This design comes from an exercise in tuning for small area on the open sky130 flow, not from production work. Only simulation tests tie the RTL to the original design; equivalence was not proved. Power is estimated from default activity; no workload was simulated.

// tbacc
module tbacc (
    input  wire         clk,
    input  wire         rst,
    input  wire         cmd_valid,
    output wire         cmd_ready,
    input  wire [7:0]   cmd_op,
    input  wire [63:0]  cmd_a,
    input  wire [63:0]  cmd_b,
    output wire         rsp_valid,
    output wire [7:0]   rsp_status,
    output wire [63:0]  rsp_data,
    output wire         mem_req,
    output wire         mem_wide,
    output wire [31:0]  mem_addr,
    input  wire         mem_ack,
    input  wire [63:0]  mem_rdata,
    input  wire         mem_err,
    output wire [63:0]  value_o,
    output wire [15:0]  status_o
);
For scale: roughly 16000 µm² of cells after synthesis.
clock: 12.5 ns
lec_check: 0
abc_area: 1
cap_margin: 20
core_margin: 2
core_utilization: 40
place_density: 0.6
slew_margin: 20
standard.sh (not shown) runs the stock make flow with config.mk's settings and CLKGATE_MAP_FILE= SYNTH_SCRIPT=/design/flow/synth_recipe.tcl, a recipe that flattens the netlist after the stock synthesis.
==> flow/flow/run.sh <==
#!/bin/bash
# Standard ORFS layout, with three changes that only affect area:
#  - the combinational logic of the standard synthesis is re-mapped for area
#    (flow/remap.tcl; flip-flops, their cells and names are kept),
#  - ports get the smallest buffer (buf_1),
#  - the clock tree uses clkbuf_4 without dummy loads.
set -euo pipefail
export BUFFER_PORTS_ARGS="-buffer_cell sky130_fd_sc_hd__buf_1"
export CTS_ARGS="-sink_clustering_enable -repair_clock_nets -dont_use_dummy_load -buf_list sky130_fd_sc_hd__clkbuf_4 -sink_clustering_size 10 -sink_clustering_max_diameter 40"
RES="$PWD/orfs/results/$FLOW_PLATFORM/tbacc/base"
bash standard.sh synth > synth.log 2>&1
cp "$RES/1_2_yosys.v" 1_2_yosys.standard.v
REMAP_LIB="$FLOW_HOME/platforms/$FLOW_PLATFORM/lib/sky130_fd_sc_hd__tt_025C_1v80.lib" \
REMAP_ABC="$PWD/flow/area.abc" REMAP_NET="$RES/1_2_yosys.v" yosys -c flow/remap.tcl > remap.log 2>&1
rm -f "$RES/1_synth.odb"
bash standard.sh > standard.log 2>&1
==> flow/flow/area.abc <==
strash
&get -n
&deepsyn -T 90
&put
dch
amap -A 10 -F 2
topo
==> flow/flow/remap.tcl <==
# Re-map the combinational logic of the standard synthesis for area.
# The flip-flops (their cells and instance names) are kept as they are.
set lib $::env(REMAP_LIB)
set net $::env(REMAP_NET)
yosys read_verilog $net
yosys read_liberty -ignore_miss_func $lib
yosys hierarchy -top tbacc
set ffs [list]
foreach c [split [string trim [exec grep -o {sky130_fd_sc_hd__[a-z0-9_]*} $net | sort -u]] "\n"] {
  if {[regexp {__(df|edf|sdf|dl)} $c]} { lappend ffs $c }
}
yosys setattr -mod -set blackbox 1 {*}$ffs
yosys flatten
yosys rename -hide w:*.*
yosys opt_clean
yosys opt -full
yosys abc -script $::env(REMAP_ABC) -liberty $lib -dont_use *lpflow* -dont_use *probe*
yosys opt_clean -purge
yosys hilomap -singleton -hicell sky130_fd_sc_hd__conb_1 HI -locell sky130_fd_sc_hd__conb_1 LO
yosys insbuf -buf sky130_fd_sc_hd__buf_1 A X
yosys splitnets
yosys opt_clean -purge
yosys read_liberty -lib $lib
yosys tee -o remap_stat.txt stat -liberty $lib
yosys check -assert -mapped
yosys write_verilog -noattr -nohex -nodec $net
Change:
--- a/flow/flow/run.sh
+++ b/flow/flow/run.sh
@@ -7,5 +7,5 @@
 set -euo pipefail
 export BUFFER_PORTS_ARGS="-buffer_cell sky130_fd_sc_hd__buf_1"
-export CTS_ARGS="-sink_clustering_enable -repair_clock_nets -dont_use_dummy_load -buf_list sky130_fd_sc_hd__clkbuf_4 -sink_clustering_size 10 -sink_clustering_max_diameter 40"
+export CTS_ARGS="-sink_clustering_enable -repair_clock_nets -dont_use_dummy_load -buf_list sky130_fd_sc_hd__clkbuf_4 -sink_clustering_size 10 -sink_clustering_max_diameter 60"
 RES="$PWD/orfs/results/$FLOW_PLATFORM/tbacc/base"
 bash standard.sh synth > synth.log 2>&1
--- a/flow/config.mk
+++ b/flow/config.mk
@@ -9,5 +9,5 @@
 export CAP_MARGIN = 20
 export CORE_MARGIN = 2
-export CORE_UTILIZATION = 40
-export PLACE_DENSITY = 0.6
+export CORE_UTILIZATION = 65
+export PLACE_DENSITY = 0.8
 export SLEW_MARGIN = 20
After rerunning: Die area falls by 38%; combinational power rises by about 0.7%; total power falls by 2.1%; synthesized area stays the same.
Change:
--- a/flow/flow/run.sh
+++ b/flow/flow/run.sh
@@ -7,5 +7,5 @@
 set -euo pipefail
 export BUFFER_PORTS_ARGS="-buffer_cell sky130_fd_sc_hd__buf_1"
-export CTS_ARGS="-sink_clustering_enable -repair_clock_nets -dont_use_dummy_load -buf_list sky130_fd_sc_hd__clkbuf_4 -sink_clustering_size 10 -sink_clustering_max_diameter 60"
+export CTS_ARGS="-sink_clustering_enable -repair_clock_nets -dont_use_dummy_load -buf_list sky130_fd_sc_hd__clkbuf_4 -sink_clustering_size 8 -sink_clustering_max_diameter 60"
 RES="$PWD/orfs/results/$FLOW_PLATFORM/tbacc/base"
 bash standard.sh synth > synth.log 2>&1
--- a/flow/config.mk
+++ b/flow/config.mk
@@ -9,5 +9,5 @@
 export CAP_MARGIN = 20
 export CORE_MARGIN = 2
-export CORE_UTILIZATION = 65
-export PLACE_DENSITY = 0.8
+export CORE_UTILIZATION = 40
+export PLACE_DENSITY = 0.6
 export SLEW_MARGIN = 20
After rerunning: Final cell count came out higher by roughly a tenth; wire length climbs slightly; worst setup slack improves by 0.037 ns; design area goes up by a few percent; hold slack got worse by 0.016 ns; count of clock-buffer cells in the layout is higher by 17.


tbacc, a different RTL version from the one above (not shown whole).
Size: roughly 390 I/O pins, about 0.016 mm² of cells after synthesis.
Settings: LEC_CHECK=0, ABC_AREA=1, CAP_MARGIN=20, CORE_MARGIN=2, CORE_UTILIZATION=60, PLACE_DENSITY=0.8, SLEW_MARGIN=20; clock period 12.5 ns.
==> flow/flow/run.sh <==
#!/bin/bash
# Standard ORFS layout, with three changes that only affect area:
#  - the combinational logic of the standard synthesis is re-mapped for area
#    (flow/remap.tcl; flip-flops, their cells and names are kept),
#  - ports get the smallest buffer (buf_1),
#  - the clock tree uses clkbuf_4 without dummy loads.
set -euo pipefail
export BUFFER_PORTS_ARGS="-buffer_cell sky130_fd_sc_hd__buf_1"
export CTS_ARGS="-sink_clustering_enable -repair_clock_nets -dont_use_dummy_load -buf_list sky130_fd_sc_hd__clkbuf_4 -sink_clustering_size 10 -sink_clustering_max_diameter 45"
RES="$PWD/orfs/results/$FLOW_PLATFORM/tbacc/base"
bash standard.sh synth > synth.log 2>&1
cp "$RES/1_2_yosys.v" 1_2_yosys.standard.v
REMAP_LIB="$FLOW_HOME/platforms/$FLOW_PLATFORM/lib/sky130_fd_sc_hd__tt_025C_1v80.lib" \
REMAP_ABC="$PWD/flow/area.abc" REMAP_NET="$RES/1_2_yosys.v" yosys -c flow/remap.tcl > remap.log 2>&1
rm -f "$RES/1_synth.odb"
bash standard.sh > standard.log 2>&1
==> flow/flow/area.abc <==
strash
&get -n
&deepsyn -T 120
&put
dch
amap -A 10 -F 2
topo
Scripts as last shown in full above: flow/flow/remap.tcl
Next try:
==> flow/flow/area.abc (replaced) <==
strash
&get -n
&deepsyn -T 90
&put
dch
amap -A 10 -F 2
topo
--- a/flow/config.mk
+++ b/flow/config.mk
@@ -9,5 +9,5 @@
 export CAP_MARGIN = 20
 export CORE_MARGIN = 2
-export CORE_UTILIZATION = 60
+export CORE_UTILIZATION = 65
 export PLACE_DENSITY = 0.8
 export SLEW_MARGIN = 20
=> Sequential cell count does not change. Power hardly moves. Utilization rises by 6.8 points.


Starting RTL as in the previous note.
Design tbacc, start of the top module:
module tbacc (
    input  wire         clk,
    input  wire         rst,
    input  wire         cmd_valid,
    output wire         cmd_ready,
    input  wire [7:0]   cmd_op,
    input  wire [63:0]  cmd_a,
    input  wire [63:0]  cmd_b,
    output wire         rsp_valid,
    output wire [7:0]   rsp_status,
    output wire [63:0]  rsp_data,
    output wire         mem_req,
    output wire         mem_wide,
    output wire [31:0]  mem_addr,
    input  wire         mem_ack,
    input  wire [63:0]  mem_rdata,
    input  wire         mem_err,
    output wire [63:0]  value_o,
    output wire [15:0]  status_o
);
==> flow/config.mk <==
export PLATFORM = sky130hd
export DESIGN_NAME = tbacc
export DESIGN_NICKNAME = tbacc
export VERILOG_FILES = /design/flow/design.v
export SDC_FILE = /design/flow/constraint.sdc
export NUM_CORES = 4
export LEC_CHECK = 0
export ABC_AREA = 1
export CAP_MARGIN = 20
export CORE_MARGIN = 2
export CORE_UTILIZATION = 55
export PLACE_DENSITY = 0.75
export SLEW_MARGIN = 20
==> flow/constraint.sdc <==
create_clock -name core_clock -period 12.5 [get_ports {clk}]
set_input_delay 2.5000 -clock core_clock [delete_from_list [all_inputs] [get_ports {clk}]]
set_output_delay 2.5000 -clock core_clock [all_outputs]
set_load 0.01 [all_outputs]
==> flow/flow/run.sh <==
#!/bin/bash
# Standard ORFS layout, with three changes that only affect area:
#  - the combinational logic of the standard synthesis is re-mapped for area
#    (flow/remap.tcl; flip-flops, their cells and names are kept),
#  - ports get the smallest buffer (buf_1),
#  - the clock tree uses clkbuf_4 without dummy loads.
set -euo pipefail
export BUFFER_PORTS_ARGS="-buffer_cell sky130_fd_sc_hd__buf_1"
export CTS_ARGS="-sink_clustering_enable -repair_clock_nets -dont_use_dummy_load -buf_list sky130_fd_sc_hd__clkbuf_4 -sink_clustering_size 10 -sink_clustering_max_diameter 40"
RES="$PWD/orfs/results/$FLOW_PLATFORM/tbacc/base"
bash standard.sh synth > synth.log 2>&1
cp "$RES/1_2_yosys.v" 1_2_yosys.standard.v
REMAP_LIB="$FLOW_HOME/platforms/$FLOW_PLATFORM/lib/sky130_fd_sc_hd__tt_025C_1v80.lib" \
REMAP_ABC="$PWD/flow/area.abc" REMAP_NET="$RES/1_2_yosys.v" yosys -c flow/remap.tcl > remap.log 2>&1
rm -f "$RES/1_synth.odb"
bash standard.sh > standard.log 2>&1
==> flow/flow/area.abc <==
strash
&get -n
&deepsyn -T 90
&put
dch
amap -A 10 -F 2
topo
Scripts as last shown in full above: flow/flow/remap.tcl
Change:
--- a/flow/flow/run.sh
+++ b/flow/flow/run.sh
@@ -7,5 +7,5 @@
 set -euo pipefail
 export BUFFER_PORTS_ARGS="-buffer_cell sky130_fd_sc_hd__buf_1"
-export CTS_ARGS="-sink_clustering_enable -repair_clock_nets -dont_use_dummy_load -buf_list sky130_fd_sc_hd__clkbuf_4 -sink_clustering_size 10 -sink_clustering_max_diameter 40"
+export CTS_ARGS="-sink_clustering_enable -repair_clock_nets -dont_use_dummy_load -buf_list sky130_fd_sc_hd__clkbuf_4 -sink_clustering_size 10 -sink_clustering_max_diameter 45"
 RES="$PWD/orfs/results/$FLOW_PLATFORM/tbacc/base"
 bash standard.sh synth > synth.log 2>&1
==> flow/flow/area.abc (replaced) <==
strash
&get -n
&deepsyn -T 120
&put
dch
amap -A 10 -F 2
topo
CORE_UTILIZATION = 70   (was 55)
PLACE_DENSITY = 0.85   (was 0.75)
What happened:
- The changed run completed without violations
- non-clock buffer count came out lower by 4
- critical path depth is unchanged
- power drops by 0.31%
- clock skew is higher by 0.014 ns
- clock power goes down by 3.9%
- core utilization is higher by 17 points
Change:
--- a/flow/flow/run.sh
+++ b/flow/flow/run.sh
@@ -7,5 +7,5 @@
 set -euo pipefail
 export BUFFER_PORTS_ARGS="-buffer_cell sky130_fd_sc_hd__buf_1"
-export CTS_ARGS="-sink_clustering_enable -repair_clock_nets -dont_use_dummy_load -buf_list sky130_fd_sc_hd__clkbuf_4 -sink_clustering_size 10 -sink_clustering_max_diameter 45"
+export CTS_ARGS="-sink_clustering_enable -repair_clock_nets -dont_use_dummy_load -buf_list sky130_fd_sc_hd__clkbuf_4 -sink_clustering_size 12 -sink_clustering_max_diameter 35"
 RES="$PWD/orfs/results/$FLOW_PLATFORM/tbacc/base"
 bash standard.sh synth > synth.log 2>&1
==> flow/flow/area.abc (replaced) <==
strash
&get -n
&deepsyn -T 90
&put
dch
amap -A 10 -F 2
topo
CORE_UTILIZATION = 65   (was 70)
PLACE_DENSITY = 0.8   (was 0.85)
Result: Wire length is lower by 9.3%. Final cell count is higher by 1.6%. Setup slack degrades by 0.043 ns. Total power is lower by 1.3%. Die area is higher by about 7.5%. Sequential cell count does not change. Clock skew is higher by 0.062 ns. Utilization is lower by 5.6 points. Combinational power is lower by about 2%. Synthesized area stays the same. Clock-buffer cell count is lower by 2.

[static timing again, ports no longer ideal]
The flow's constraints put no driver on any port. The routed layouts listed below were extracted and timed again, unchanged, in two steps. Step 1, drivers: a clkbuf_16 drives clk and a buf_2 each remaining input, both assumed. Step 2 moves the port delays by t, midway between the first and last clock arrival at a register: inputs arrive t later, outputs are due t later. That takes back most of the time a late clock gives input paths. Slacks: ideal / step 1 / step 2; pairs: ideal / step 1.
| run | t (ns) | setup WS [ns] | hold WS [ns] | worst register clock-pin slew, ns |
|---|---|---|---|---|
| the first run of note 1 | 0.746 | 6.737 / 6.692 / 6.632 | 0.283 / 0.283 / 0.283 | 0.11 / 0.11 |
| the second run of note 1 | 0.740 | 6.648 / 6.648 / 6.648 | 0.315 / 0.315 / 0.315 | 0.11 / 0.11 |
| the third run of note 1 | 0.768 | 6.686 / 6.638 / 6.576 | 0.299 / 0.299 / 0.299 | 0.10 / 0.10 |
| the first run of note 2 | 0.740 | 6.174 / 6.127 / 6.563 | 0.313 / 0.313 / 0.313 | 0.11 / 0.11 |
| the second run of note 2 | 0.739 | 6.154 / 6.106 / 6.633 | 0.247 / 0.247 / 0.247 | 0.12 / 0.12 |
| the first run of note 3 | 0.697 | 6.662 / 6.615 / 6.900 | 0.267 / 0.267 / 0.267 | 0.11 / 0.11 |
| the second run of note 3 | 0.750 | 6.168 / 6.118 / 6.635 | 0.273 / 0.273 / 0.273 | 0.12 / 0.12 |
| the third run of note 3 | 0.732 | 6.125 / 6.077 / 6.687 | 0.253 / 0.253 / 0.253 | 0.12 / 0.12 |
After both steps setup and hold are still met in every run listed. For the third run of note 1, which loses most, drivers alone change the setup slack by -0.048 ns; drivers and shift together by -0.110 ns.
